This design comes from an exercise in tuning for small area, a short achievable clock period and few clock cycles per item on the open sky130 flow, not from production work. Where RTL was checked, it was by simulation tests only, not by an equivalence proof against the original.

== the baseline ==
==> module bit_encoder, before the edit <==
module bit_encoder (
    input  wire        clk,
    input  wire        rst,         
    input  wire        cmd_valid,
    output wire        cmd_ready,
    input  wire [31:0] cmd_data,
    output wire        out_valid,
    input  wire        out_ready,
    output wire [7:0]  out_data,
    output wire [15:0] status,
    output wire        err
);
    localparam [1:0] CAUSE_BAD_OP    = 2'd1;
    localparam [1:0] CAUSE_RSVD_NZ   = 2'd2;
    localparam [1:0] CAUSE_BAD_WIDTH = 2'd3;
    reg [7:1]  pb;
    reg [2:0]  pn;
    reg        err_q;
    reg [1:0]  ecause;
    reg        trunc;
    reg [7:0]  ob0;
    reg [7:0]  ob1;
    reg        ov;
    reg        ov2;
    wire [7:0] pb8 = {pb, 1'b0};
    wire [1:0]  op    = cmd_data[31:30];
    wire [4:0]  width = cmd_data[20:16];
    wire [15:0] value = cmd_data[15:0];
    wire rsvd_nz   = |cmd_data[29:21];
    wire low_nz    = |cmd_data[20:0];
    wire width_bad = (width == 5'd0) || (width > 5'd16);
    wire is_flush  = (op == 2'b01) && !rsvd_nz && !low_nz;
    wire is_encode = (op == 2'b00) && !rsvd_nz && !width_bad;
    wire [1:0] cause = op[1]                 ? CAUSE_BAD_OP :
                       (op[0] || rsvd_nz)    ? CAUSE_RSVD_NZ :
                                               CAUSE_BAD_WIDTH;
    wire       g0     = pn[0] & width[0];
    wire       p1     = pn[1] ^ width[1];
    wire       c1     = (pn[1] & width[1]) | (p1 & g0);
    wire       p2     = pn[2] ^ width[2];
    wire       c2     = (pn[2] & width[2]) | (p2 & c1);
    wire [2:0] pn_new = {p2 ^ c1, p1 ^ g0, pn[0] ^ width[0]};
    wire       nb0    = width[4] | width[3] | c2;      
    wire       nb2    = width[4] | (width[3] & c2);
    wire       nb_lane1 = !width[4] && (width[3] ^ c2);
    wire [23:0] ys0 = pn_new[0] ? {1'b0, value, 7'd0} : {value, 8'd0};
    wire [23:0] ys1 = pn_new[1] ? {2'b0, ys0[23:2]}  : ys0;
    wire [23:0] y   = pn_new[2] ? {4'b0, ys1[23:4]}  : ys1;
    wire [7:0]  lane  = nb2 ? y[23:16] : nb_lane1 ? y[15:8] : y[7:0];
    wire [7:0]  pmask = 8'hFF >> pn;
    wire [7:0]  top   = pb8 | (lane & pmask);
    wire [7:0]  byte1 = y[15:8];
    wire [7:0]  pb_lo = y[7:0];
    wire [7:0]  pb_nx = nb0 ? pb_lo : top;
    wire value_trunc = (|(lane & ~pmask))
                     | (!nb0 && (|y[15:8]))
                     | (!nb2 && (|y[23:16]));
    assign cmd_ready = !ov2 && (!ov || out_ready);
    wire   accept    = cmd_valid && cmd_ready;
    assign out_valid = ov;
    assign out_data  = ob0;
    always @(posedge clk) begin
        if (rst) begin
            ob0 <= 8'd0;
            ob1 <= 8'd0;
        end else begin
            if (!ov || out_ready)
                ob0 <= ov2 ? ob1 : top;
            if (!ov2)
                ob1 <= byte1;
        end
    end
    always @(posedge clk) begin
        if (rst) begin
            pb     <= 7'd0;
            pn     <= 3'd0;
            err_q  <= 1'b0;
            ecause <= 2'd0;
            trunc  <= 1'b0;
            ov     <= 1'b0;
            ov2    <= 1'b0;
        end else if (accept) begin
            ov  <= (is_encode && nb0) || (is_flush && pn != 3'd0);
            ov2 <= is_encode && nb2;
            if (is_encode) begin
                pb  <= pb_nx[7:1];
                pn  <= pn_new;
                if (value_trunc)
                    trunc <= 1'b1;
            end else if (is_flush) begin
                pb  <= 7'd0;
                pn  <= 3'd0;
            end else if (!err_q) begin
                err_q  <= 1'b1;
                ecause <= cause;
            end
        end else if (ov && out_ready) begin
            ov  <= ov2;
            ov2 <= 1'b0;
        end
    end
    assign status = {1'b0, trunc, ecause, err_q, pn, pb8};
    assign err    = err_q;
endmodule
export LEC_CHECK = 0
export ABC_AREA = 1
export CAP_MARGIN = 20
export CORE_MARGIN = 2
export CORE_UTILIZATION = 40
export PLACE_DENSITY = 0.6
export SETUP_SLACK_MARGIN = 3.05
export SLEW_MARGIN = 20
create_clock -name core_clock -period 6.0 [get_ports {clk}]
standard.sh (not shown) runs the stock make flow with config.mk's settings and CLKGATE_MAP_FILE= SYNTH_SCRIPT=/design/flow/synth_recipe.tcl, a recipe that flattens the netlist after the stock synthesis.
==> flow/flow/run.sh <==
#!/bin/bash
# Standard ORFS layout (the standard.sh) with these changes:
#  - the port buffers are made from the smallest buffer cell
#    (sky130_fd_sc_hd__buf_1) instead of buffer_ports' default choice;
#    timing repair still resizes them where the paths need it;
#  - synthesis leaves adders as plain gates for abc (ADDER_MAP_FILE empty)
#    rather than extracting them into fa/ha cells;
#  - clock tree synthesis adds no dummy load cells.
# Registers, their names and the synthesis script are otherwise unchanged.
set -uo pipefail
export BUFFER_PORTS_ARGS="-buffer_cell sky130_fd_sc_hd__buf_1"
export CTS_ARGS="-sink_clustering_enable -repair_clock_nets -dont_use_dummy_load -sink_clustering_size 40 -buf_list {sky130_fd_sc_hd__clkbuf_2 sky130_fd_sc_hd__clkbuf_4}"
bash standard.sh ADDER_MAP_FILE= finish > standard_flow.log 2>&1
status=$?
cp -r orfs/logs/sky130hd/bit_encoder/base orfs_logs 2>/dev/null
exit $status
Testbench counts of the baseline, summed over its fixed seeds: cycles 13,921, items 13,063.
Setup changes, the baseline to the candidate
diff --git a/flow/design.v b/flow/design.v
--- a/flow/design.v
+++ b/flow/design.v
@@ -40,15 +40,15 @@
     wire       p2     = pn[2] ^ width[2];
     wire       c2     = (pn[2] & width[2]) | (p2 & c1);
     wire [2:0] pn_new = {p2 ^ c1, p1 ^ g0, pn[0] ^ width[0]};
     wire       nb0    = width[4] | width[3] | c2;      
     wire       nb2    = width[4] | (width[3] & c2);
     wire       nb_lane1 = !width[4] && (width[3] ^ c2);
-    wire [23:0] ys0 = pn_new[0] ? {1'b0, value, 7'd0} : {value, 8'd0};
+    wire [23:0] ys0 = pn_new[2] ? {4'b0, value, 4'd0} : {value, 8'd0};
     wire [23:0] ys1 = pn_new[1] ? {2'b0, ys0[23:2]}  : ys0;
-    wire [23:0] y   = pn_new[2] ? {4'b0, ys1[23:4]}  : ys1;
+    wire [23:0] y   = pn_new[0] ? {1'b0, ys1[23:1]}  : ys1;
     wire [7:0]  lane  = nb2 ? y[23:16] : nb_lane1 ? y[15:8] : y[7:0];
     wire [7:0]  pmask = 8'hFF >> pn;
     wire [7:0]  top   = pb8 | (lane & pmask);
     wire [7:0]  byte1 = y[15:8];
     wire [7:0]  pb_lo = y[7:0];
     wire [7:0]  pb_nx = nb0 ? pb_lo : top;
==> comparison <==
Compared with the baseline, the candidate shows a higher total power. Against the baseline, the final cell area of the candidate is higher. The candidate vs the baseline, sequential share of cell area went down by 3.3 points. Run comparison: the candidate critical path launch point cmd_data[18]; the baseline critical path launch point out_ready. Compared to the baseline, the router laid down more metal wire for the candidate. Comparing core utilization for the candidate and the baseline, the smaller number came from the baseline. Compared to the baseline, the candidate has final cell count 11 higher.
The RTL of the candidate was laid out without a check of its function.

Another version of the RTL of bit_encoder (not shown whole).
Size: roughly 480 cells after synthesis, roughly 32 flip-flops, about 63 I/O pins, about 0.0028 sq mm of cells after synthesis.
==> module bit_encoder, before the edit <==
module bit_encoder (
    input  wire        clk,
    input  wire        rst,         
    input  wire        cmd_valid,
    output wire        cmd_ready,
    input  wire [31:0] cmd_data,
    output wire        out_valid,
    input  wire        out_ready,
    output wire [7:0]  out_data,
    output wire [15:0] status,
    output wire        err
);
    localparam [1:0] CAUSE_BAD_OP    = 2'd1;
    localparam [1:0] CAUSE_RSVD_NZ   = 2'd2;
    localparam [1:0] CAUSE_BAD_WIDTH = 2'd3;
    reg [7:1]  pb;
    reg [2:0]  pn;
    reg        err_q;
    reg [1:0]  ecause;
    reg        trunc;
    reg [7:0]  ob0;
    reg [7:0]  ob1;
    reg        ov;
    reg        ov2;
    wire [7:0] pb8 = {pb, 1'b0};
    wire [1:0]  op    = cmd_data[31:30];
    wire [4:0]  width = cmd_data[20:16];
    wire [15:0] value = cmd_data[15:0];
    wire rsvd_nz   = |cmd_data[29:21];
    wire low_nz    = |cmd_data[20:0];
    wire width_bad = (width == 5'd0) || (width > 5'd16);
    wire is_flush  = (op == 2'b01) && !rsvd_nz && !low_nz;
    wire is_encode = (op == 2'b00) && !rsvd_nz && !width_bad;
    wire [1:0] cause = op[1]                 ? CAUSE_BAD_OP :
                       (op[0] || rsvd_nz)    ? CAUSE_RSVD_NZ :
                                               CAUSE_BAD_WIDTH;
    wire       g0     = pn[0] & width[0];
    wire       p1     = pn[1] ^ width[1];
    wire       c1     = (pn[1] & width[1]) | (p1 & g0);
    wire       p2     = pn[2] ^ width[2];
    wire       c2     = (pn[2] & width[2]) | (p2 & c1);
    wire [2:0] pn_new = {p2 ^ c1, p1 ^ g0, pn[0] ^ width[0]};
    wire       nb0    = width[4] | width[3] | c2;      
    wire       nb2    = width[4] | (width[3] & c2);
    wire       nb_lane1 = !width[4] && (width[3] ^ c2);
    wire [23:0] ys0 = pn_new[0] ? {1'b0, value, 7'd0} : {value, 8'd0};
    wire [23:0] ys1 = pn_new[1] ? {2'b0, ys0[23:2]}  : ys0;
    wire [23:0] y   = pn_new[2] ? {4'b0, ys1[23:4]}  : ys1;
    wire [7:0]  lane  = nb2 ? y[23:16] : nb_lane1 ? y[15:8] : y[7:0];
    wire [7:0]  pmask = 8'hFF >> pn;
    wire [7:0]  top   = pb8 | (lane & pmask);
    wire [7:0]  byte1 = y[15:8];
    wire [7:0]  pb_lo = y[7:0];
    wire [7:0]  pb_nx = nb0 ? pb_lo : top;
    reg [15:0] above;
    integer k;
    always @(*)
        for (k = 0; k < 16; k = k + 1)
            above[k] = (width <= k);
    wire value_trunc = |(value & above);
    assign cmd_ready = !ov2 && (!ov || out_ready);
    wire   accept    = cmd_valid && cmd_ready;
    assign out_valid = ov;
    assign out_data  = ob0;
    always @(posedge clk) begin
        if (rst) begin
            ob0 <= 8'd0;
            ob1 <= 8'd0;
        end else begin
            if (!ov || out_ready)
                ob0 <= ov2 ? ob1 : top;
            if (!ov2)
                ob1 <= byte1;
        end
    end
    always @(posedge clk) begin
        if (rst) begin
            pb     <= 7'd0;
            pn     <= 3'd0;
            err_q  <= 1'b0;
            ecause <= 2'd0;
            trunc  <= 1'b0;
            ov     <= 1'b0;
            ov2    <= 1'b0;
        end else if (accept) begin
            ov  <= (is_encode && nb0) || (is_flush && pn != 3'd0);
            ov2 <= is_encode && nb2;
            if (is_encode) begin
                pb  <= pb_nx[7:1];
                pn  <= pn_new;
                if (value_trunc)
                    trunc <= 1'b1;
            end else if (is_flush) begin
                pb  <= 7'd0;
                pn  <= 3'd0;
            end else if (!err_q) begin
                err_q  <= 1'b1;
                ecause <= cause;
            end
        end else if (ov && out_ready) begin
            ov  <= ov2;
            ov2 <= 1'b0;
        end
    end
    assign status = {1'b0, trunc, ecause, err_q, pn, pb8};
    assign err    = err_q;
endmodule
==> flow/config.mk <==
export PLATFORM = sky130hd
export DESIGN_NAME = bit_encoder
export DESIGN_NICKNAME = bit_encoder
export VERILOG_FILES = /design/flow/design.v
export SDC_FILE = /design/flow/constraint.sdc
export NUM_CORES = 4
export LEC_CHECK = 0
export ABC_AREA = 1
export CAP_MARGIN = 20
export CORE_MARGIN = 2
export CORE_UTILIZATION = 40
export PLACE_DENSITY = 0.6
export SETUP_SLACK_MARGIN = 3.05
export SLEW_MARGIN = 20
==> flow/constraint.sdc <==
create_clock -name core_clock -period 6.0 [get_ports {clk}]
set_input_delay 1.2000 -clock core_clock [delete_from_list [all_inputs] [get_ports {clk}]]
set_output_delay 1.2000 -clock core_clock [all_outputs]
set_load 0.01 [all_outputs]
Scripts as last shown in full above: flow/flow/run.sh
==> next run, changes <==
--- a/flow/design.v
+++ b/flow/design.v
@@ -29,37 +29,37 @@
     wire rsvd_nz   = |cmd_data[29:21];
     wire low_nz    = |cmd_data[20:0];
     wire width_bad = (width == 5'd0) || (width > 5'd16);
     wire is_flush  = (op == 2'b01) && !rsvd_nz && !low_nz;
     wire is_encode = (op == 2'b00) && !rsvd_nz && !width_bad;
+    wire legal     = is_flush || is_encode;
+    wire [2:0]  pn_fill = 3'd0 - pn;
+    wire [4:0]  w_eff   = {width[4:3], width[2:0] | (pn_fill & {3{op[0]}})};
     wire [1:0] cause = op[1]                 ? CAUSE_BAD_OP :
                        (op[0] || rsvd_nz)    ? CAUSE_RSVD_NZ :
                                                CAUSE_BAD_WIDTH;
-    wire       g0     = pn[0] & width[0];
-    wire       p1     = pn[1] ^ width[1];
-    wire       c1     = (pn[1] & width[1]) | (p1 & g0);
-    wire       p2     = pn[2] ^ width[2];
-    wire       c2     = (pn[2] & width[2]) | (p2 & c1);
-    wire [2:0] pn_new = {p2 ^ c1, p1 ^ g0, pn[0] ^ width[0]};
-    wire       nb0    = width[4] | width[3] | c2;      
-    wire       nb2    = width[4] | (width[3] & c2);
-    wire       nb_lane1 = !width[4] && (width[3] ^ c2);
+    wire       g0     = pn[0] & w_eff[0];
+    wire       p1     = pn[1] ^ w_eff[1];
+    wire       c1     = (pn[1] & w_eff[1]) | (p1 & g0);
+    wire       p2     = pn[2] ^ w_eff[2];
+    wire       c2     = (pn[2] & w_eff[2]) | (p2 & c1);
+    wire [2:0] pn_new = {p2 ^ c1, p1 ^ g0, pn[0] ^ w_eff[0]};
+    wire       nb0    = w_eff[4] | w_eff[3] | c2;      
+    wire       nb2    = w_eff[4] | (w_eff[3] & c2);
+    wire       nb_lane1 = !w_eff[4] && (w_eff[3] ^ c2);
     wire [23:0] ys0 = pn_new[0] ? {1'b0, value, 7'd0} : {value, 8'd0};
     wire [23:0] ys1 = pn_new[1] ? {2'b0, ys0[23:2]}  : ys0;
     wire [23:0] y   = pn_new[2] ? {4'b0, ys1[23:4]}  : ys1;
     wire [7:0]  lane  = nb2 ? y[23:16] : nb_lane1 ? y[15:8] : y[7:0];
     wire [7:0]  pmask = 8'hFF >> pn;
     wire [7:0]  top   = pb8 | (lane & pmask);
     wire [7:0]  byte1 = y[15:8];
     wire [7:0]  pb_lo = y[7:0];
     wire [7:0]  pb_nx = nb0 ? pb_lo : top;
-    reg [15:0] above;
-    integer k;
-    always @(*)
-        for (k = 0; k < 16; k = k + 1)
-            above[k] = (width <= k);
-    wire value_trunc = |(value & above);
+    wire value_trunc = (|(lane & ~pmask))
+                     | (!nb0 && (|y[15:8]))
+                     | (!nb2 && (|y[23:16]));
     assign cmd_ready = !ov2 && (!ov || out_ready);
     wire   accept    = cmd_valid && cmd_ready;
     assign out_valid = ov;
     assign out_data  = ob0;
     always @(posedge clk) begin
@@ -81,20 +81,17 @@
             ecause <= 2'd0;
             trunc  <= 1'b0;
             ov     <= 1'b0;
             ov2    <= 1'b0;
         end else if (accept) begin
-            ov  <= (is_encode && nb0) || (is_flush && pn != 3'd0);
-            ov2 <= is_encode && nb2;
-            if (is_encode) begin
+            ov  <= legal && nb0;
+            ov2 <= legal && nb2;
+            if (legal) begin
                 pb  <= pb_nx[7:1];
                 pn  <= pn_new;
                 if (value_trunc)
                     trunc <= 1'b1;
-            end else if (is_flush) begin
-                pb  <= 7'd0;
-                pn  <= 3'd0;
             end else if (!err_q) begin
                 err_q  <= 1'b1;
                 ecause <= cause;
             end
         end else if (ov && out_ready) begin
After rerunning: Cell area increases by a quarter to a third; fmax goes up slightly; synthesized cell count climbs by a few percent; synthesized area went up by a few percent; setup slack improves by 18 ps; clock skew decreases by 8.4 ps; die area goes up by a few percent.
No functional check of the RTL was part of any run of this note.

afterwards: timing with drivers on the ports:
How much do the figures lean on ideal ports? The routed layouts below were timed once more, with nothing changed but the port constraints. Step 1: set_driving_cell puts a clkbuf_16 on clk and a buf_2 on each other input, an assumption about the parent block. Step 2 adds t to the input delays and takes it off the output delays; t is the mean of the earliest and latest rising clock arrival at the registers after step 1. Input paths then give back, and output paths get back, about the clock's delay inside the block. a / b / c = ideal ports / drivers / drivers and shift; a / b = the first two.
run | t, ns | setup WS [ns] | hold slack, ns | latest minus earliest clock arrival (ns) | cell pins on the clock port's net
the baseline | 0.350 | 3.114 / 3.089 / 2.853 | 0.478 / 0.478 / 0.478 | 0.028 / 0.028 | 1
the candidate | 0.350 | 3.086 / 3.073 / 2.737 | 0.465 / 0.465 / 0.465 | 0.015 / 0.016 | 1
the first run of note 2 | 0.348 | 3.087 / 3.062 / 2.864 | 0.481 / 0.481 / 0.481 | 0.026 / 0.026 | 1
the second run of note 2 | 0.347 | 3.105 / 3.086 / 2.739 | 0.475 / 0.475 / 0.475 | 0.017 / 0.017 | 1
After both steps every run listed still meets setup and hold. The setup slack of the second run of note 2, which loses most, moves by -0.019 ns with the drivers and by -0.366 ns with both steps.
